This is an optimization exercise on Yosys and OpenROAD, whose aim is small area, a short achievable clock period and few clock cycles per item, not a production implementation.
The RTL was checked by simulation tests, not by an equivalence proof against the original design.

## flow/design.v (module list and top-level ports; edited modules follow where they fit)
// module rf5c_vol_rom: 40 lines
// module rf5c_vol_mul: 518 lines
// module rf5c_pan_rom: 140 lines
// module rf5c_pan_mul: 1647 lines
// module rf5c_acc_add: 149 lines
// module rf5c_mul_trunc: 1639 lines
// module rf5c400_mixer: 104 lines
module rf5c400_mixer (
    input  wire        clk,
    input  wire        rst,           
    input  wire        in_valid,
    output wire        in_ready,
    input  wire [15:0] in_word,       
    input  wire [1:0]  in_type,       
    input  wire [7:0]  in_vol,        
    input  wire [63:0] in_level,      
    input  wire [7:0]  in_pan_l,      
    input  wire [7:0]  in_pan_r,      
    output reg         out_valid,
    output wire [20:0] out_l,         
    output wire [20:0] out_r          
);
  // ...
==> flow/run.sh <==
#!/bin/bash
# synth_recipe.tcl (not shown) runs the flow's synth.tcl, then flattens the netlist and writes it again
# the make line also repeats each setting of config.mk as NAME=value (left out here)
make -C /OpenROAD-flow-scripts/flow DESIGN_CONFIG=/design/flow/config.mk WORK_HOME=/design/flow/orfs CLKGATE_MAP_FILE= SYNTH_SCRIPT=/design/flow/synth_recipe.tcl finish
==> flow/config.mk <==
export PLATFORM = sky130hd
export DESIGN_NAME = rf5c400_mixer
export DESIGN_NICKNAME = rf5c400_mixer
export VERILOG_FILES = /design/flow/design.v
export SDC_FILE = /design/flow/constraint.sdc
export NUM_CORES = 4
export LEC_CHECK = 0
export ABC_AREA = 1
export CAP_MARGIN = 20
export CORE_MARGIN = 2
export CORE_UTILIZATION = 40
export SLEW_MARGIN = 20
export SYNTH_MEMORY_MAX_BITS = 32768
==> flow/constraint.sdc <==
create_clock -name core_clock -period 60.0 [get_ports {clk}]
set_input_delay 12.0000 -clock core_clock [delete_from_list [all_inputs] [get_ports {clk}]]
set_output_delay 12.0000 -clock core_clock [all_outputs]
set_load 0.01 [all_outputs]
==> flow_metrics.tcl, run 1 <==
set metrics [dict create \
    drt_wl_total_um 185000 \
    grt_max_degree 54 \
    use_met1_pct 37.7 \
    stdcell_area_sq_mm 0.0548 \
    highest_layer "met4" \
    hold_path.class "reg -> reg" \
    crit_path_start_kind "register" \
    drive_gt1_share_pct 3.75 \
    final_util_pct 43.7 \
    slew_headroom_pct 19.3 \
    routedWlPerCell_um 22.3 \
    crit_type "reg -> out" \
    detail-route-antenna-nets 0 \
    post_dp_cell_area_sq_mm 0.0535 \
    r2r_cells 49 \
    via_per_inst 5.88 \
    reg2reg_from "c_pan_r[1]" \
    seq_cells 275 \
    synth_seq_cells 275 \
    inverters_excl_clock 1259 \
    worst_pin_slew_ps 1210 \
    slowest_delay_ps 590 \
    rr_endpoint "acc_r[19]" \
    largest_reg_flops 63 \
    status "no timing/DRC/antenna violations" \
    synth_top_area_share_pct 24.4 \
    path_buf_inv 1 \
    synth_top_area_cell "fa_1" \
    hold_depth 0 \
    skew_ps 33.6 \
    dpl.hpwl_um 135000 \
    clockBufferDepth 3 \
    async_flop_share_pct 0 \
    gp_congestion 0.975 \
    avgSynthCellArea_sq_um 7.51 \
    grt_pass1_vias 48800 \
    nWellTaps 1650 \
    area_growth_pct 8.33 \
    clock_area_share_pct 2.31 \
    fillers 12800 \
    drv_cap 0 \
    post-place-ws_ps 46900 \
]
Testbench counts, summed over its fixed seeds: cycles 196,656, items 6,144.
==> run 2: changes to the inputs <==
==> flow/flow/run.sh (new file) <==
#!/bin/bash
# Layout flow: the standard layout (standard.sh) with two changes.
#  1. Synthesis runs with SYNTH_ARGS=-noabc. That skips the generic ABC pass
#     inside Yosys's "synth" (it rewrites the carry-save adder trees before
#     full adders are extracted, leaving inverters between the adder
#     cells); the final ABC mapping to the cell library still runs, and the
#     registers are the standard synthesis's.
#  2. Port buffers are sky130_fd_sc_hd__buf_2 (BUFFER_PORTS_ARGS) instead of
#     the delay cell buffer_ports picks by default; every input and output
#     port still gets its own buffer.
# Each step's full output goes to its own log file here.
set -euo pipefail
sed 's/^make -C /make SYNTH_ARGS=-noabc -C /' standard.sh > synth_noabc.sh
grep -q 'SYNTH_ARGS=-noabc' synth_noabc.sh
bash synth_noabc.sh synth > synth.log 2>&1
sed 's/^make -C /make "BUFFER_PORTS_ARGS=-buffer_cell sky130_fd_sc_hd__buf_2" -C /' standard.sh > layout_buf2.sh
grep -q 'BUFFER_PORTS_ARGS=-buffer_cell' layout_buf2.sh
bash layout_buf2.sh > layout.log 2>&1
test -f out/final.def
==> flow/standard.sh (new file) <==
#!/bin/bash
# synth_recipe.tcl (not shown) runs the flow's synth.tcl, then flattens the netlist and writes it again
# the make line also repeats each setting of config.mk as NAME=value (left out here)
make -C /OpenROAD-flow-scripts/flow DESIGN_CONFIG=/design/flow/config.mk WORK_HOME=/design/flow/orfs CLKGATE_MAP_FILE= SYNTH_SCRIPT=/design/flow/synth_recipe.tcl "${@:-finish}"
removed: flow/run.sh
==> run 2 against run 1 <==
Net effect: still clean on timing, DRC and antenna; setup slack improved by 430 ps; via count decreased by 6.9%.
==> flow_metrics.tcl, run 2 <==
set metrics [dict create \
    ctsResizeCount 0 \
    cts_setup_buffers 0 \
    drv_cap 0 \
    io_buffer_count 150 \
    ys_types 70 \
    hold_path.class "reg -> reg" \
    yosys.cell_count.top_type "nand2_1" \
    overflow 0 \
    crit_fanout 2 \
    cp.required_ps 48000 \
    grt_util_met3_pct 5.54 \
    final_util_pct 43.0 \
    fmax_ghz 0.0755 \
    synth_area_leaders "fa_1 (26%), dfxtp_1 (12%), xor2_1 (11%)" \
    dieArea_sq_mm 0.122 \
    synth_edf_count 0 \
    synth_top_area_cell "fa_1" \
    grt_pass1_vias 44800 \
    grtUsageTotal_pct 27.3 \
    syn_inst 5992 \
    yosysSeqAreaShare_pct 11.5 \
    nNetsFinal 6923 \
    r2r_cells 46 \
    use_met1_pct 36.8 \
    coreArea_sq_mm 0.118 \
    firstDrtPassIters 10 \
    crit_path_start_kind "register" \
    yosys-top-cells-count "nand2_1 (691), xor2_1 (626), fa_1 (623)" \
    async_flop_share_pct 0 \
    row_count 126 \
    cts-buffers-inserted 36 \
    hold_buffers 0 \
    antenna_found_initial 0 \
    cp_top_family "flip-flops" \
    synth_seq_cells 275 \
    clkSinkCount 275 \
    setup_tns_ps 0 \
    num_vias 45500 \
    period_share_pct 22.1 \
    slew_headroom_pct 25.1 \
    dpl.hpwl_um 123000 \
    drc 0 \
    synthFlopType "dfxtp_1" \
    top_register "a_level" \
    start_util_pct 40.3 \
    fp.dieH_um 349 \
    hold_viol_final 0 \
    cts_tree "done" \
    clk_latency_ps 610 \
    die_width_um 349 \
    setup_violations 0 \
    end_kind "primary output" \
    syn-cell-area_sq_mm 0.0477 \
    clockBufferDepth 3 \
    gp_congestion 0.991 \
    cp.arrival_ps 1250 \
    crit_chain "buf_2" \
    cts_root_buf "clkbuf_16" \
    crit_type "reg -> out" \
    reg_top3 "a_level: 63 flops, b_frac: 52 flops" \
    ioPinCount 153 \
    synth_top_area_share_pct 26.1 \
    grt_setup_unrepaired "no" \
    htreeDepth 2 \
    slowest_delay_ps 320 \
    dp_cells 7380 \
    period_minus_slack_ps 13250 \
    fin_cells 7448 \
    yosysWarnings 2 \
    fin_ws_ps 46750 \
    drv_slew 0 \
    worst_pin_slew_ps 1120 \
    via_per_inst 6.11 \
    cp_slowest_cell "dfxtp_1" \
    drive_gt1_share_pct 6.78 \
    top_usage_layer "met2" \
    most-common-layout-cells "nand2_1 (689), xor2_1 (626), fa_1 (623)" \
    path_buf_inv 1 \
    hold_depth 0 \
    status "no timing/DRC/antenna violations" \
    layout_commonest_cell "nand2_1" \
    crit_cells 1 \
    synth_nets 7031 \
    routedWlPerCell_um 22.7 \
    largest_reg_flops 63 \
    grt_pass1_wl_um 265000 \
    grt_max_degree 59 \
    skew_ps 40.2 \
    drt_wl_total_um 169000 \
    detail-route-antenna-nets 0 \
    area_growth_pct 6.60 \
    clk_pin_slew_ps 60 \
    avgSynthCellArea_sq_um 7.96 \
    post-place-ws_ps 47360 \
    first_iter_violations 4950 \
    grt_use_met2_pct 42.7 \
]
## run 2: area by class of cell
| class | count | area (sq um) |
|---|---|---|
| sequential | 275 | 5530 |
| fill | 12000 | 67400 |
| clock buffer | 45 | 995 |
| timing repair buffer | 237 | 1440 |
| inverter | 582 | 2180 |
| tap | 1536 | 1920 |
| clock inverter | 20 | 201 |
| multi-input combinational | 4752 | 38600 |
| antenna | 1 | 2.50 |
## run 2: cell families (layout without fill, tap and decap cells)
group                      count (synthesis)  after routing  share of synthesized area, %
muxes                                      1              1                        0.0210
DFF                                      275            275                          11.5
and+or+nand+nor                         1523           1523                          13.3
other                                      1              2                       0.00786
xor gates and xnor gates                 651            651                          12.0
adders and majority gates                930            930                          34.2
buffers and inverters                    965            884                          7.77
AOI/OAI and AO/OA                       1646           1646                          21.2
## run 2: final timing paths
path                                  end  slack, ps        from
worst min-delay path                c_neg        290       b_neg
worst max-delay path             out_l[5]      46750    acc_l[5]
worst max register to register  acc_l[19]      48040  c_pan_l[0]
worst min register to register      c_neg        290       b_neg
## run 2: metrics by stage
stage / area, sq um / hold slack (ps)
2_1_floorplan: 47700 / 310
3_3_place_gp: 49600 / 310
3_5_place_dp: 49600 / 312
4_1_cts: 50800 / 291
5_1_grt: 50800 / 311
6_report: 50900 / 293
## run 2: routing by layer
metal,part of all wire (%),vias to the layer above
li1,-,20300
met1,41,22100
met2,44,2627
met3,9.7,511
met4,4.4,0
met5,0,-
==> module rf5c_pan_rom, before the edit <==
module rf5c_pan_rom (
    input  wire [7:0]  idx,
    output wire [29:0] k,
    output wire        unity,
    output wire        zero
);
  localparam [30*128-1:0] TAB = {
    30'h00000000,
    30'h00000000,
    30'h00000000,
    30'h00000000,
    30'h00000000,
    30'h00000000,
    30'h00000000,
    30'h00000000,
    30'h00000000,
    30'h00000000,
    30'h00000000,
    30'h00000000,
    30'h00000000,
    30'h00000000,
    30'h00000000,
    30'h00000000,
    30'h00000000,
    30'h00000000,
    30'h00000000,
    30'h00000000,
    30'h00000000,
    30'h00000000,
    30'h00000000,
    30'h00000000,
    30'h00000000,
    30'h00000000,
    30'h00000000,
    30'h00000000,
    30'h00000000,
    30'h00000000,
    30'h00000000,
    30'h00000000,
    30'h00000000,
    30'h00000000,
    30'h00000000,
    30'h00000000,
    30'h00000000,
    30'h00000000,
    30'h00000000,
    30'h00000000,
    30'h00000000,
    30'h00000000,
    30'h00000000,
    30'h00000000,
    30'h00000000,
    30'h00000000,
    30'h00000000,
    30'h00000000,
    30'h00000000,
    30'h00000000,
    30'h00000000,
    30'h00000000,
    30'h00000000,
    30'h00000000,
    30'h00000000,
    30'h00000000,
    30'h00000000,
    30'h07986C53,
    30'h0ABDD45E,
    30'h0D27D6ED,
    30'h0F30D8A6,
    30'h10FBDCB9,
    30'h129AD82D,
    30'h141875BC,
    30'h157BA8B9,
    30'h16C944F9,
    30'h1804CE3C,
    30'h1930EBEB,
    30'h1A4FADDA,
    30'h1B62B78E,
    30'h1C6B5D70,
    30'h1D6AB7E8,
    30'h1E61B149,
    30'h1F510FC8,
    30'h20397D17,
    30'h211B8B32,
    30'h21F7B972,
    30'h22CE7747,
    30'h23A02711,
    30'h246D2025,
    30'h2535B04F,
    30'h25FA1D9C,
    30'h26BAA6C8,
    30'h277784C4,
    30'h2830EB78,
    30'h28E709E9,
    30'h299A0B33,
    30'h2A4A16E4,
    30'h2AF7514C,
    30'h2BA1DC31,
    30'h2C49D66D,
    30'h2CEF5CA8,
    30'h2D9289EF,
    30'h2E3376BF,
    30'h2ED23A96,
    30'h2F6EEB0F,
    30'h30099C80,
    30'h30A261E6,
    30'h31394D3D,
    30'h31CE6F54,
    30'h3261D7E9,
    30'h32F39623,
    30'h3383B80F,
    30'h34124AF8,
    30'h349F5BAF,
    30'h352AF621,
    30'h35B525CE,
    30'h363DF54D,
    30'h36C56F20,
    30'h374B9D16,
    30'h37D0887A,
    30'h38543A33,
    30'h38D6BAE1,
    30'h3958127F,
    30'h39D848F3,
    30'h3A576596,
    30'h3AD56FD0,
    30'h3B526DED,
    30'h3BCE6733,
    30'h3C496134,
    30'h3CC36293,
    30'h3D3C70A1,
    30'h3DB49151,
    30'h3E2BC9E5,
    30'h3EA21F97,
    30'h3F179750,
    30'h3F8C35D2,
    30'h00000000
  };
  assign unity = (idx == 8'h00);
  assign zero  = idx[7] | (idx[6:0] > 7'h46);
  assign k     = TAB[idx[6:0] * 30 +: 30];
endmodule
==> run 3: changes to the inputs <==
--- a/flow/design.v
+++ b/flow/design.v
@@ -621,74 +621,74 @@
     30'h00000000,
     30'h00000000,
-    30'h07986C53,
-    30'h0ABDD45E,
-    30'h0D27D6ED,
-    30'h0F30D8A6,
-    30'h10FBDCB9,
-    30'h129AD82D,
-    30'h141875BC,
-    30'h157BA8B9,
-    30'h16C944F9,
-    30'h1804CE3C,
-    30'h1930EBEB,
-    30'h1A4FADDA,
-    30'h1B62B78E,
+    30'h07986C58,
+    30'h0ABDD468,
+    30'h0D27D6F0,
+    30'h0F30D8A8,
+    30'h10FBDCB8,
+    30'h129AD830,
+    30'h141875C0,
+    30'h157BA8C0,
+    30'h16C94500,
+    30'h1804CE40,
+    30'h1930EBF0,
+    30'h1A4FADE0,
+    30'h1B62B790,
     30'h1C6B5D70,
     30'h1D6AB7E8,
-    30'h1E61B149,
+    30'h1E61B150,
     30'h1F510FC8,
-    30'h20397D17,
-    30'h211B8B32,
-    30'h21F7B972,
-    30'h22CE7747,
-    30'h23A02711,
-    30'h246D2025,
-    30'h2535B04F,
-    30'h25FA1D9C,
+    30'h20397D20,
+    30'h211B8B38,
+    30'h21F7B978,
+    30'h22CE7748,
+    30'h23A02710,
+    30'h246D2028,
+    30'h2535B050,
+    30'h25FA1DA0,
     30'h26BAA6C8,
-    30'h277784C4,
-    30'h2830EB78,
-    30'h28E709E9,
-    30'h299A0B33,
-    30'h2A4A16E4,
-    30'h2AF7514C,
-    30'h2BA1DC31,
-    30'h2C49D66D,
+    30'h277784C8,
+    30'h2830EB80,
+    30'h28E709E8,
+    30'h299A0B38,
+    30'h2A4A16E8,
+    30'h2AF75150,
+    30'h2BA1DC34,
+    30'h2C49D670,
     30'h2CEF5CA8,
-    30'h2D9289EF,
-    30'h2E3376BF,
-    30'h2ED23A96,
-    30'h2F6EEB0F,
+    30'h2D9289F8,
+    30'h2E3376C0,
+    30'h2ED23A98,
+    30'h2F6EEB18,
     30'h30099C80,
-    30'h30A261E6,
-    30'h31394D3D,
-    30'h31CE6F54,
-    30'h3261D7E9,
-    30'h32F39623,
-    30'h3383B80F,
-    30'h34124AF8,
-    30'h349F5BAF,
-    30'h352AF621,
-    30'h35B525CE,
-    30'h363DF54D,
+    30'h30A261E8,
+    30'h31394D40,
+    30'h31CE6F58,
+    30'h3261D7E8,
+    30'h32F39628,
+    30'h3383B810,
+    30'h34124B00,
+    30'h349F5BB4,
+    30'h352AF628,
+    30'h35B525D8,
+    30'h363DF550,
     30'h36C56F20,
-    30'h374B9D16,
-    30'h37D0887A,
-    30'h38543A33,
-    30'h38D6BAE1,
-    30'h3958127F,
-    30'h39D848F3,
-    30'h3A576596,
-    30'h3AD56FD0,
-    30'h3B526DED,
-    30'h3BCE6733,
-    30'h3C496134,
-    30'h3CC36293,
-    30'h3D3C70A1,
-    30'h3DB49151,
-    30'h3E2BC9E5,
-    30'h3EA21F97,
+    30'h374B9D18,
+    30'h37D08880,
+    30'h38543A38,
+    30'h38D6BAE0,
+    30'h39581280,
+    30'h39D848F8,
+    30'h3A576598,
+    30'h3AD56FE8,
+    30'h3B526DF0,
+    30'h3BCE6730,
+    30'h3C496138,
+    30'h3CC362A0,
+    30'h3D3C70A0,
+    30'h3DB49154,
+    30'h3E2BC9E8,
+    30'h3EA21F98,
     30'h3F179750,
-    30'h3F8C35D2,
+    30'h3F8C35B0,
     30'h00000000
   };
==> run 3 against run 2 <==
Net effect: global-route usage is 0.43 points higher; cell area is 0.83% lower; largest cell class unchanged; highest routed layer unchanged; clock skew grew 1.8 ps; still clean.
==> flow_metrics.tcl, run 3 <==
set metrics [dict create \
    status "no timing/DRC/antenna violations" \
    clockBufferDepth 3 \
    crit_chain "buf_2" \
    antenna_found_initial 1 \
    cts_root_buf "clkbuf_16" \
    reg_top3 "a_level: 63 flops, b_frac: 52 flops" \
    largest_reg_flops 63 \
    firstDrtPassIters 7 \
    slowest_delay_ps 520 \
    grtUsageTotal_pct 27.7 \
    async_flop_share_pct 0 \
    drt_wl_total_um 171000 \
    top_register "a_level" \
    grt_setup_unrepaired "no" \
    grt_pass1_vias 45400 \
    coreArea_sq_mm 0.118 \
    synthFlopType "dfxtp_1" \
    ctsResizeCount 0 \
    clk_pin_slew_ps 60 \
    cts_setup_buffers 0 \
    crit_type "reg -> out" \
    overflow 0 \
    cts-buffers-inserted 38 \
    die_width_um 348 \
    hold_slack_ps 315 \
    drc 0 \
    post_dp_cell_area_sq_mm 0.0491 \
    synth_seq_cells 275 \
    synth_top_area_share_pct 26.2 \
    num_vias 44700 \
    synth-simple-area-share_pct 12.9 \
    area_growth_pct 6.80 \
    dieArea_sq_mm 0.121 \
    detail-route-antenna-nets 0 \
    layout_commonest_cell "nand2_1" \
    row_count 126 \
    stdcell_area_sq_mm 0.0504 \
    dpl.hpwl_um 122000 \
    period_minus_slack_ps 13340 \
    cp.arrival_ps 1340 \
    io_buffer_count 150 \
    skew_ps 41.9 \
    first_iter_violations 5346 \
    syn-cell-area_sq_mm 0.0472 \
    most-common-layout-cells "nand2_1 (632), xor2_1 (626), fa_1 (619)" \
    via_per_inst 6.08 \
    fmax_ghz 0.0750 \
    synthAdderAreaFrac_pct 34.4 \
    synth_area_leaders "fa_1 (26%), dfxtp_1 (12%), xor2_1 (12%)" \
    ioPinCount 153 \
    htreeDepth 2 \
    synth_top_area_cell "fa_1" \
    synth_compound_area_share_pct 21.2 \
    final_util_pct 42.9 \
    muxShareOfSynthArea_pct 0.0212 \
    slew_headroom_pct 22.7 \
    synthXorXnorAreaFrac_pct 12.0 \
    cp.required_ps 48000 \
    drv_cap 0 \
    hold_buffers 0 \
    setup_tns_ps 0 \
    hold_path.class "reg -> reg" \
    crit_path_start_kind "register" \
    yosysSeqAreaShare_pct 11.7 \
    yosys-top-cells-count "nand2_1 (634), xor2_1 (626), fa_1 (619)" \
    synth_edf_count 0 \
    drv_slew 0 \
    period_share_pct 22.2 \
    fillers 11900 \
    cts_tree "done" \
    crit_fanout 2 \
    worst_pin_slew_ps 1160 \
    grt_max_degree 54 \
    gp_congestion 0.998 \
    synth_top_family_by_area "adder cells" \
    hold_viol_final 0 \
    path_buf_inv 1 \
    grt_pass1_wl_um 265000 \
    end_kind "primary output" \
    synth_nets 6930 \
    clkSinkCount 275 \
    yosysWarnings 2 \
    avgSynthCellArea_sq_um 8.01 \
    yosys.cell_count.top_type "nand2_1" \
    fp.dieH_um 348 \
    cp_top_family "flip-flops" \
    syn_inst 5895 \
    start_util_pct 40.1 \
    nNetsFinal 6822 \
    cp_slowest_cell "dfxtp_1" \
    ys_types 67 \
    drive_gt1_share_pct 7.01 \
    routedWlPerCell_um 23.2 \
    clk_latency_ps 640 \
    setup_violations 0 \
]
run 3: changes by cell type after synthesis, sizes merged, moves of 8 or more:
| cell | delta |
|---|---|
| nand2 | -59 |
| nand3 | +28 |
| o21ai | -26 |
| nor2 | -23 |
| clkbuf | -18 |
| a22oi | -14 |
| nor3 | -12 |
| o22ai | +11 |
| o221ai | -10 |
| buf | +8 |
| o211ai | +8 |
| o32ai | +8 |
run 3: per-stage QoR:
stage          setup slack [ps]  cells
2_1_floorplan             47510   5895
3_3_place_gp              47260   7283
3_5_place_dp              47260   7283
4_1_cts                   46580   7353
5_1_grt                   46610   7353
6_report                  46660   7354
run 3: path summary, 6_finish.rpt:
kind                            startpoint   endpoint  slack [ps]  cells past startpoint
worst min register to register       b_neg      c_neg         320                      0
worst max-delay path             acc_l[20]  out_l[20]       46660                      1
worst min-delay path                 b_neg      c_neg         320                      0
worst max register to register  c_pan_r[0]  acc_r[19]       48020                     46
run 3: worst reg2reg max path: cells and delay by family, from the launching register on:
family,cells,cell delay (ps)
and+or+nand+nor,17,2580
xor gates and xnor gates,3,580
AOI/OAI and AO/OA,11,2530
adders and majority gates,9,4240
DFF,1,500
buffers and inverters,6,1430
run 3: logic make-up (layout without fill, tap and decap cells):
| logic type | after synthesis | count (layout) |
|---|---|---|
| adders and majority gates | 926 | 926 |
| xor gates and xnor gates | 648 | 648 |
| and+or+nand+nor | 1450 | 1450 |
| DFF | 275 | 275 |
| AOI/OAI and AO/OA | 1629 | 1629 |
| muxes | 1 | 1 |
| buffers and inverters | 965 | 887 |
| other | 1 | 2 |
run 3: area by class of cell:
| type | count | area [sq um] | area share [%] |
|---|---|---|---|
| tap | 1536 | 1920 | 3.81 |
| inverter | 589 | 2210 | 4.38 |
| antenna | 1 | 2.50 | 0.00496 |
| multi-input combinational | 4655 | 38100 | 75.6 |
| sequential | 275 | 5520 | 10.9 |
| clock inverter | 28 | 317 | 0.628 |
| clock buffer | 42 | 1010 | 2.00 |
| timing repair buffer | 228 | 1340 | 2.65 |
run 3: routing by layer:
metal	share of wire, %	GRT usage (%)	up-vias	routed length (um)
met1	41	36.5	21700	70200
met3	10	6.80	485	17300
met5	0	0	-	0
li1	-	-	20000	-
met2	44	43.5	2563	75900
met4	4.3	11.6	0	7350
Testbench counts of run 3, summed over its fixed seeds: cycles 196,656, items 6,144.
==> run 4: changes to the inputs <==
--- a/flow/config.mk
+++ b/flow/config.mk
@@ -9,5 +9,6 @@
 export CAP_MARGIN = 20
 export CORE_MARGIN = 2
-export CORE_UTILIZATION = 40
+export CORE_UTILIZATION = 60
+export PLACE_DENSITY = 0.72
 export SLEW_MARGIN = 20
 export SYNTH_MEMORY_MAX_BITS = 32768
==> run 4 against run 3 <==
Net effect: still clean on timing, DRC and antenna; first-iteration DRC count up 15%; clock skew is 29 ps higher; clock-buffer cell count is 2 higher; sequential share of layout area up 0.13 points; setup slack better by 190 ps; global-route usage rose by 12 points; die area is 33% lower; highest routed layer is now met5.
==> flow_metrics.tcl, run 4 <==
set metrics [dict create \
    hold_buffers 0 \
    cp_top_family "flip-flops" \
    first_iter_violations 6164 \
    via_per_inst 6.74 \
    synthFlopType "dfxtp_1" \
    yosys-top-cells-count "nand2_1 (634), xor2_1 (626), fa_1 (619)" \
    path_buf_inv 1 \
    grt_max_degree 66 \
    synth_edf_count 0 \
    slowest_delay_ps 380 \
    antenna_found_initial 2 \
    drt_wl_total_um 165000 \
    reg_top3 "a_level: 63 flops, b_frac: 52 flops" \
    cts_setup_buffers 0 \
    stdcell_area_sq_mm 0.0498 \
    grt_setup_unrepaired "no" \
    gp_congestion 0.982 \
    cts_tree "done" \
    async_flop_share_pct 0 \
    clkSinkCount 275 \
    io_buffer_count 150 \
    drv_slew 0 \
    syn_inst 5895 \
    post-place-ws_ps 47360 \
    synth_area_leaders "fa_1 (26%), dfxtp_1 (12%), xor2_1 (12%)" \
    worst_pin_slew_ps 1150 \
    nNetsFinal 6826 \
    synth_nets 6930 \
    setup_tns_ps 0 \
    yosys.cell_count.top_type "nand2_1" \
    fin_ws_ps 46850 \
    avgSynthCellArea_sq_um 8.01 \
    grt_pass1_wl_um 257000 \
    die_width_um 285 \
    clk_latency_ps 610 \
    period_share_pct 21.9 \
    cp_slowest_cell "dfxtp_1" \
    fillers 6853 \
    start_util_pct 60.8 \
    fmax_ghz 0.0760 \
    clk_pin_slew_ps 80 \
    cp.required_ps 48000 \
    clockBufferDepth 3 \
    num_vias 46200 \
    dp_cells 6791 \
    cts_root_buf "clkbuf_16" \
    cp.arrival_ps 1150 \
    setup_violations 0 \
    slew_headroom_pct 23.1 \
    detail-route-antenna-nets 0 \
    most-common-layout-cells "nand2_1 (632), xor2_1 (626), fa_1 (619)" \
    status "no timing/DRC/antenna violations" \
    ioPinCount 153 \
    fp.dieH_um 285 \
    hold_path.class "reg -> reg" \
    layout_commonest_cell "nand2_1" \
    post_dp_cell_area_sq_mm 0.0485 \
    fin_cells 6858 \
    area_growth_pct 5.45 \
    insertedDiodeCount 0 \
    synth_seq_cells 275 \
    cts-buffers-inserted 37 \
    crit_type "reg -> out" \
    period_minus_slack_ps 13150 \
    yosysSeqAreaShare_pct 11.7 \
    drc 0 \
    crit_fanout 2 \
    routedWlPerCell_um 24.0 \
    drive_gt1_share_pct 6.93 \
    crit_chain "buf_2" \
    overflow 0 \
    dpl.hpwl_um 117000 \
    synth_top_area_cell "fa_1" \
    skew_ps 70.6 \
    firstDrtPassIters 8 \
    drv_cap 0 \
    crit_path_start_kind "register" \
    syn-cell-area_sq_mm 0.0472 \
    largest_reg_flops 63 \
    end_kind "primary output" \
    yosysWarnings 2 \
    htreeDepth 2 \
    coreArea_sq_mm 0.0777 \
    top_register "a_level" \
    synth_top_area_share_pct 26.2 \
    hold_viol_final 0 \
    dieArea_sq_mm 0.0810 \
    row_count 102 \
    ctsResizeCount 0 \
    grtUsageTotal_pct 39.8 \
    ys_types 67 \
    grt_pass1_vias 46100 \
]
run 4: cell counts after synthesis:
No cell type changed its count.
run 4: stage by stage:
| stage | hold WS, ps | utilization (%) |
|---|---|---|
| after CTS | 306 | 64.0 |
| after floorplan | 310 | - |
| final | 297 | 64.1 |
| after detailed placement | 312 | 62.4 |
| after global routing | 307 | 64.1 |
| after global placement | 310 | 62.4 |
run 4: metal layers:
metal	share of wire (%)	global-route usage [%]	up-vias
met5	0.012	0	-
met4	6.6	22.8	2
met3	12	10.1	832
met2	45	62.3	3422
met1	37	49.9	22000
li1	-	-	20000
run 4: path summary, 6_finish.rpt:
check	startpoint	endpoint	slack (ps)	cells past startpoint
setup / recovery	acc_l[6]	out_l[6]	46850	1
hold / removal	a_level[44]	b_frac[44]	300	0
hold reg to reg	a_level[44]	b_frac[44]	300	0
setup reg to reg	b_frac[4]	c_emag[13]	48490	52
run 4: layout make-up:
cell class              instances  area [sq um]  share of cell area, %
clock buffers                  44          1020                   2.06
flip-flops and latches        275          5520                   11.1
multi-input cells            4655         38100                   76.5
repair buffers                233          1380                   2.77
well taps                    1040          1300                   2.61
inverters                     589          2210                   4.44
clock inverters                22           260                  0.523
run 4: logic make-up (layout without fill, tap and decap cells):
family | after synthesis | in the layout | synth area share (%)
xor+xnor | 648 | 648 | 12.0
compound gates | 1629 | 1629 | 21.2
fa+ha+maj | 926 | 926 | 34.4
buf+inv | 965 | 888 | 7.83
other cells | 1 | 1 | 0.00794
simple gates | 1450 | 1450 | 12.9
mux | 1 | 1 | 0.0212
flops | 275 | 275 | 11.7
==> run 5: changes to the inputs <==
--- a/flow/config.mk
+++ b/flow/config.mk
@@ -9,6 +9,6 @@
 export CAP_MARGIN = 20
 export CORE_MARGIN = 2
-export CORE_UTILIZATION = 60
-export PLACE_DENSITY = 0.72
+export CORE_UTILIZATION = 66
+export PLACE_DENSITY = 0.76
 export SLEW_MARGIN = 20
 export SYNTH_MEMORY_MAX_BITS = 32768
==> run 5 against run 4 <==
Net effect: global-route usage up 4.2 points; sequential share of layout area about the same; critical path type unchanged; flip-flop and latch count is the same; die area shrank 9.0%; first-iteration DRC count grew 22%; critical path depth stayed put; synthesized cell count did not move; utilization is 5.9 points higher; final cell count shrank 1.3%.
==> flow_metrics.tcl, run 5 <==
set metrics [dict create \
    crit_path_start_kind "register" \
    row_count 98 \
    drv_slew 0 \
    fmax_ghz 0.0761 \
    grt_max_degree 67 \
    cts_root_buf "clkbuf_16" \
    period_minus_slack_ps 13150 \
    clkSinkCount 275 \
    grt_pass1_wl_um 258000 \
    dieArea_sq_mm 0.0737 \
    drt_wl_total_um 166000 \
    die_width_um 271 \
    top_register "a_level" \
    slowest_delay_ps 410 \
    rr_endpoint "c_emag[13]" \
    hold_viol_final 0 \
    r2r_slack_ps 48170 \
    fillers 5805 \
    ys_types 67 \
    yosys-top-cells-count "nand2_1 (634), xor2_1 (626), fa_1 (619)" \
    grtUsageTotal_pct 44.0 \
    crit_chain "buf_2" \
    cts_tree "done" \
    slew_headroom_pct 20.2 \
    multi_input_area_sq_mm 0.0381 \
    syn_inst 5895 \
    htreeDepth 2 \
    io_buffer_count 150 \
    nNetsFinal 6824 \
    num_vias 47600 \
    yosysWarnings 2 \
    synth_top_area_share_pct 26.2 \
    drive_gt1_share_pct 6.89 \
    dr_wl_met2_um 72500 \
    ctsResizeCount 0 \
    fp.dieH_um 271 \
    firstDrtPassIters 13 \
    hold_depth 0 \
    most-common-layout-cells "nand2_1 (632), xor2_1 (626), fa_1 (619)" \
    yosys.cell_count.top_type "nand2_1" \
    async_flop_share_pct 0 \
    hold_path.class "reg -> reg" \
    wl_met3_um 22200 \
    cp.arrival_ps 1150 \
    reg2reg_from "b_frac[4]" \
    synth_top_area_cell "fa_1" \
    grt_setup_unrepaired "no" \
    clk_latency_ps 580 \
    cp_top_family "flip-flops" \
    min_from "a_pan_r[5]" \
    yosysSeqAreaShare_pct 11.7 \
    dpl.hpwl_um 115000 \
    drv_cap 0 \
    start_util_pct 66.4 \
    via_per_inst 7.03 \
    cp_slowest_cell "dfxtp_1" \
    setup_violations 0 \
    area_growth_pct 5.39 \
    cts_setup_buffers 0 \
    crit_fanout 2 \
    antenna_found_initial 3 \
    coreArea_sq_mm 0.0711 \
    regArea_sq_mm 0.00552 \
    synth_seq_cells 275 \
    synth_area_leaders "fa_1 (26%), dfxtp_1 (12%), xor2_1 (12%)" \
    period_share_pct 21.9 \
    reg_top3 "a_level: 63 flops, b_frac: 52 flops" \
    synth_edf_count 0 \
    r2r_cells 51 \
    detail-route-antenna-nets 0 \
    first_iter_violations 7506 \
    status "no timing/DRC/antenna violations" \
    hold_buffers 0 \
    path_buf_inv 1 \
    crit_type "reg -> out" \
    clk_pin_slew_ps 70 \
    overflow 0 \
    routedWlPerCell_um 24.5 \
    wl_met1_um 58500 \
    insertedDiodeCount 0 \
    ioPinCount 153 \
    syn-cell-area_sq_mm 0.0472 \
    setup_tns_ps 0 \
    post_dp_cell_area_sq_mm 0.0484 \
    cts-buffers-inserted 35 \
    largest_reg_flops 63 \
    worstHoldEndpoint "b_pan_r[5]" \
    synth_nets 6930 \
    worstSetupStartpoint "acc_l[12]" \
    clockBufferDepth 3 \
    avgSynthCellArea_sq_um 8.01 \
    end_kind "primary output" \
    gp_congestion 1.03 \
    drc 0 \
    layout_commonest_cell "nand2_1" \
    cp.required_ps 48000 \
    synthFlopType "dfxtp_1" \
    stdcell_area_sq_mm 0.0498 \
    grt_pass1_vias 47200 \
    highest_layer "met5" \
    skew_ps 34.4 \
    worst_pin_slew_ps 1190 \
]
run 5: cell families (layout without fill, tap and decap cells):
| logic type | count (synthesis) | count (layout) | share of synthesized area [%] |
|---|---|---|---|
| flip-flops | 275 | 275 | 11.7 |
| adder cells (fa/ha/maj) | 926 | 926 | 34.4 |
| AO/OA/AOI/OAI | 1629 | 1629 | 21.2 |
| buffers and inverters | 965 | 886 | 7.83 |
| multiplexers | 1 | 1 | 0.0212 |
| other | 1 | 1 | 0.00794 |
| AND/OR/NAND/NOR | 1450 | 1450 | 12.9 |
| XOR/XNOR | 648 | 648 | 12.0 |
run 5: layout make-up:
type	count	area share [%]
tap	950	2.39
clock inverter	21	0.767
inverter	589	4.44
sequential	275	11.1
clock buffer	43	1.96
multi-input combinational	4655	76.5
timing repair buffer	233	2.80
run 5: how the worst max path moves through the flow:
stage / to / slack (ps) / depth (start not counted)
2_1_floorplan: out_valid / 47510 / 2
3_3_place_gp: out_l[12] / 47450 / 1
3_5_place_dp: out_valid / 47450 / 2
4_1_cts: out_l[12] / 46820 / 1
5_1_grt: out_l[12] / 46830 / 1
6_report: out_l[12] / 46850 / 1
run 5: layer usage:
layer  up-vias  global-route usage, %
met1     22300                   54.8
met5         -                      0
met4         4                   29.1
met2      4093                   67.2
li1      20000                      -
met3      1112                   12.2
run 5: metrics by stage:
| step | utilization (%) | cells | hold slack (ps) | setup slack, ps |
|---|---|---|---|---|
| floorplan | - | 5895 | 310 | 47510 |
| global placement | 68.0 | 6699 | 310 | 47450 |
| detailed placement | 68.0 | 6700 | 312 | 47450 |
| CTS | 69.9 | 6764 | 316 | 46820 |
| global route | 70.0 | 6766 | 329 | 46830 |
| finish | 70.0 | 6766 | 315 | 46850 |
==> run 6: changes to the inputs <==
--- a/flow/flow/run.sh
+++ b/flow/flow/run.sh
@@ -6,5 +6,5 @@
 #     cells); the final ABC mapping to the cell library still runs, and the
 #     registers are the standard synthesis's.
-#  2. Port buffers are sky130_fd_sc_hd__buf_2 (BUFFER_PORTS_ARGS) instead of
+#  2. Port buffers are sky130_fd_sc_hd__buf_4 (BUFFER_PORTS_ARGS) instead of
 #     the delay cell buffer_ports picks by default; every input and output
 #     port still gets its own buffer.
@@ -14,5 +14,5 @@
 grep -q 'SYNTH_ARGS=-noabc' synth_noabc.sh
 bash synth_noabc.sh synth > synth.log 2>&1
-sed 's/^make -C /make "BUFFER_PORTS_ARGS=-buffer_cell sky130_fd_sc_hd__buf_2" -C /' standard.sh > layout_buf2.sh
+sed 's/^make -C /make "BUFFER_PORTS_ARGS=-buffer_cell sky130_fd_sc_hd__buf_4" -C /' standard.sh > layout_buf2.sh
 grep -q 'BUFFER_PORTS_ARGS=-buffer_cell' layout_buf2.sh
 bash layout_buf2.sh > layout.log 2>&1
--- a/flow/config.mk
+++ b/flow/config.mk
@@ -9,6 +9,6 @@
 export CAP_MARGIN = 20
 export CORE_MARGIN = 2
-export CORE_UTILIZATION = 66
-export PLACE_DENSITY = 0.76
+export CORE_UTILIZATION = 60
+export PLACE_DENSITY = 0.72
 export SLEW_MARGIN = 20
 export SYNTH_MEMORY_MAX_BITS = 32768
==> run 6 against run 5 <==
Net effect: final cell count is 1.3% higher; synthesized cell count is the same; setup slack lost 37 ps; fmax decreased by 0.28%; non-clock buffer count down 4; critical path type unchanged; highest routed layer unchanged.
==> flow_metrics.tcl, run 6 <==
set metrics [dict create \
    status "no timing/DRC/antenna violations" \
    clk_latency_ps 590 \
    grtUsageTotal_pct 39.9 \
    gp_congestion 0.991 \
    crit_chain "buf_4" \
    cts_setup_buffers 0 \
    synth_nets 6930 \
    overflow 0 \
    hold_buffers 0 \
    hold_viol_final 0 \
    num_vias 46200 \
    syn_inst 5895 \
    slew_headroom_pct 22.9 \
    grt_pass1_wl_um 258000 \
    min_from "a_level[33]" \
    post-place-ws_ps 47410 \
    highest_layer "met5" \
    ctsResizeCount 0 \
    yosysSeqAreaShare_pct 11.7 \
    cp.required_ps 48000 \
    yosys-top-cells-count "nand2_1 (634), xor2_1 (626), fa_1 (619)" \
    syn-cell-area_sq_mm 0.0472 \
    dpl.hpwl_um 117000 \
    drv_slew 0 \
    synthFlopType "dfxtp_1" \
    cts_root_buf "clkbuf_16" \
    area_growth_pct 6.01 \
    worst_pin_slew_ps 1150 \
    nNetsFinal 6821 \
    largest_reg_flops 63 \
    async_flop_share_pct 0 \
    firstDrtPassIters 12 \
    drc 0 \
    coreArea_sq_mm 0.0777 \
    routedWlPerCell_um 24.0 \
    grt_pass1_vias 46200 \
    fp.dieH_um 285 \
    dr_wl_met2_um 73400 \
    dieArea_sq_mm 0.0810 \
    insertedDiodeCount 0 \
    first_iter_violations 6161 \
    clk_pin_slew_ps 60 \
    synth_area_leaders "fa_1 (26%), dfxtp_1 (12%), xor2_1 (12%)" \
    ys_types 67 \
    fmax_ghz 0.0759 \
    wl_met3_um 19500 \
    rr_endpoint "acc_l[19]" \
    synth_top_area_cell "fa_1" \
    r2r_cells 43 \
    grt_setup_unrepaired "no" \
    setup_tns_ps 0 \
    io_buffer_count 150 \
    drv_cap 0 \
    drive_gt1_share_pct 6.81 \
    cp_slowest_cell "dfxtp_1" \
    skew_ps 27.4 \
    drt_wl_total_um 164000 \
    row_count 102 \
    r2r_slack_ps 48080 \
    crit_fanout 2 \
    wl_met1_um 60500 \
    ioPinCount 153 \
    cts-buffers-inserted 36 \
    start_util_pct 60.8 \
    antenna_found_initial 5 \
    cp.arrival_ps 1180 \
    yosysWarnings 2 \
    most-common-layout-cells "nand2_1 (632), xor2_1 (626), fa_1 (619)" \
    crit_path_start_kind "register" \
    synth_seq_cells 275 \
    reg_top3 "a_level: 63 flops, b_frac: 52 flops" \
    via_per_inst 6.75 \
    period_share_pct 22.0 \
    avgSynthCellArea_sq_um 8.01 \
    layout_commonest_cell "nand2_1" \
    slowest_delay_ps 440 \
    end_kind "primary output" \
    setup_violations 0 \
    top_register "a_level" \
    yosys.cell_count.top_type "nand2_1" \
    worstHoldEndpoint "b_frac[33]" \
    period_minus_slack_ps 13180 \
    clkSinkCount 275 \
    synth_edf_count 0 \
    path_buf_inv 1 \
    crit_type "reg -> out" \
    fin_ws_ps 46820 \
    die_width_um 285 \
    cts_tree "done" \
    reg2reg_from "c_pan_l[2]" \
    grt_max_degree 67 \
    hold_path.class "reg -> reg" \
    synth_top_area_share_pct 26.2 \
    htreeDepth 2 \
    clockBufferDepth 3 \
    hold_depth 0 \
    cp_top_family "flip-flops" \
    detail-route-antenna-nets 0 \
]
[run 6: cell counts after synthesis]
Identical to the previous run, type by type.
[run 6: layout make-up]
cell class	count	area [sq um]
multi-input combinational	4655	38100
fill	6798	27700
sequential	275	5520
inverter	589	2210
timing repair buffer	229	1720
tap	1040	1300
clock buffer	45	986
clock inverter	20	225
[run 6: cells by family after synthesis]
| logic type | share of synthesized area, % |
|---|---|
| muxes | 0.0212 |
| and+or+nand+nor | 12.9 |
| xor gates and xnor gates | 12.0 |
| DFF | 11.7 |
| buffers and inverters | 7.83 |
| adders and majority gates | 34.4 |
| AOI/OAI and AO/OA | 21.2 |
| other | 0.00794 |
[run 6: metrics by stage]
stage	cell area (sq um)	util [%]	std cells	hold WS [ps]
global placement	48800	62.8	6788	310
floorplan	47200	-	5895	310
detailed placement	48800	62.8	6788	312
CTS	50100	64.4	6853	325
global route	50100	64.4	6853	327
finish	50100	64.4	6853	318
[run 6: how the worst max path moves through the flow]
stage	start	end	slack, ps	cells after the start
after floorplan	rst	out_valid	47510	2
after global placement	acc_l[7]	out_l[7]	47410	1
after detailed placement	acc_l[7]	out_l[7]	47410	1
after CTS	acc_l[7]	out_l[7]	46790	1
after global routing	acc_l[7]	out_l[7]	46800	1
final	acc_l[7]	out_l[7]	46820	1
[run 6: routing by layer]
metal / vias up / GRT usage (%)
li1: 20000 / -
met1: 22000 / 50.5
met2: 3385 / 62.3
met3: 866 / 9.78
met4: 2 / 23.3
met5: - / 0

[re-timing with driven ports]
In the flow no input, the clock included, has a driving cell. The finished layouts below were timed again as built, in two steps.
Step 1 (the two cells are an assumption about what drives the block):
set clk [get_ports {clk}]
set_driving_cell -lib_cell sky130_fd_sc_hd__clkbuf_16 $clk
set_driving_cell -lib_cell sky130_fd_sc_hd__buf_2 [delete_from_list [all_inputs] $clk]
Step 2 moves the port delays by t, midway between the first and last clock arrival at a register: inputs arrive t later, outputs are due t later. That takes back most of the time a late clock gives input paths.
Three values: ideal, step 1, step 2; two values: the first two.
run | t, ns | slack for setup (ns) | worst hold slack (ns) | worst data-port slew with drivers (ns) | pins driven straight from the clock port
run 1 | 0.685 | 46.323 / 46.251 / 46.936 | 0.319 / 0.319 / 0.319 | 0.06 | 1
run 2 | 0.661 | 46.750 / 46.681 / 47.342 | 0.293 / 0.293 / 0.293 | 0.04 | 1
run 3 | 0.685 | 46.663 / 46.596 / 47.281 | 0.315 / 0.315 / 0.315 | 0.04 | 1
run 4 | 0.641 | 46.849 / 46.781 / 47.326 | 0.297 / 0.297 / 0.297 | 0.05 | 1
run 5 | 0.635 | 46.854 / 46.786 / 47.345 | 0.315 / 0.315 / 0.315 | 0.06 | 1
run 6 | 0.647 | 46.817 / 46.748 / 47.395 | 0.318 / 0.318 / 0.318 | 0.06 | 1
After both steps setup and hold are still met in every run listed.
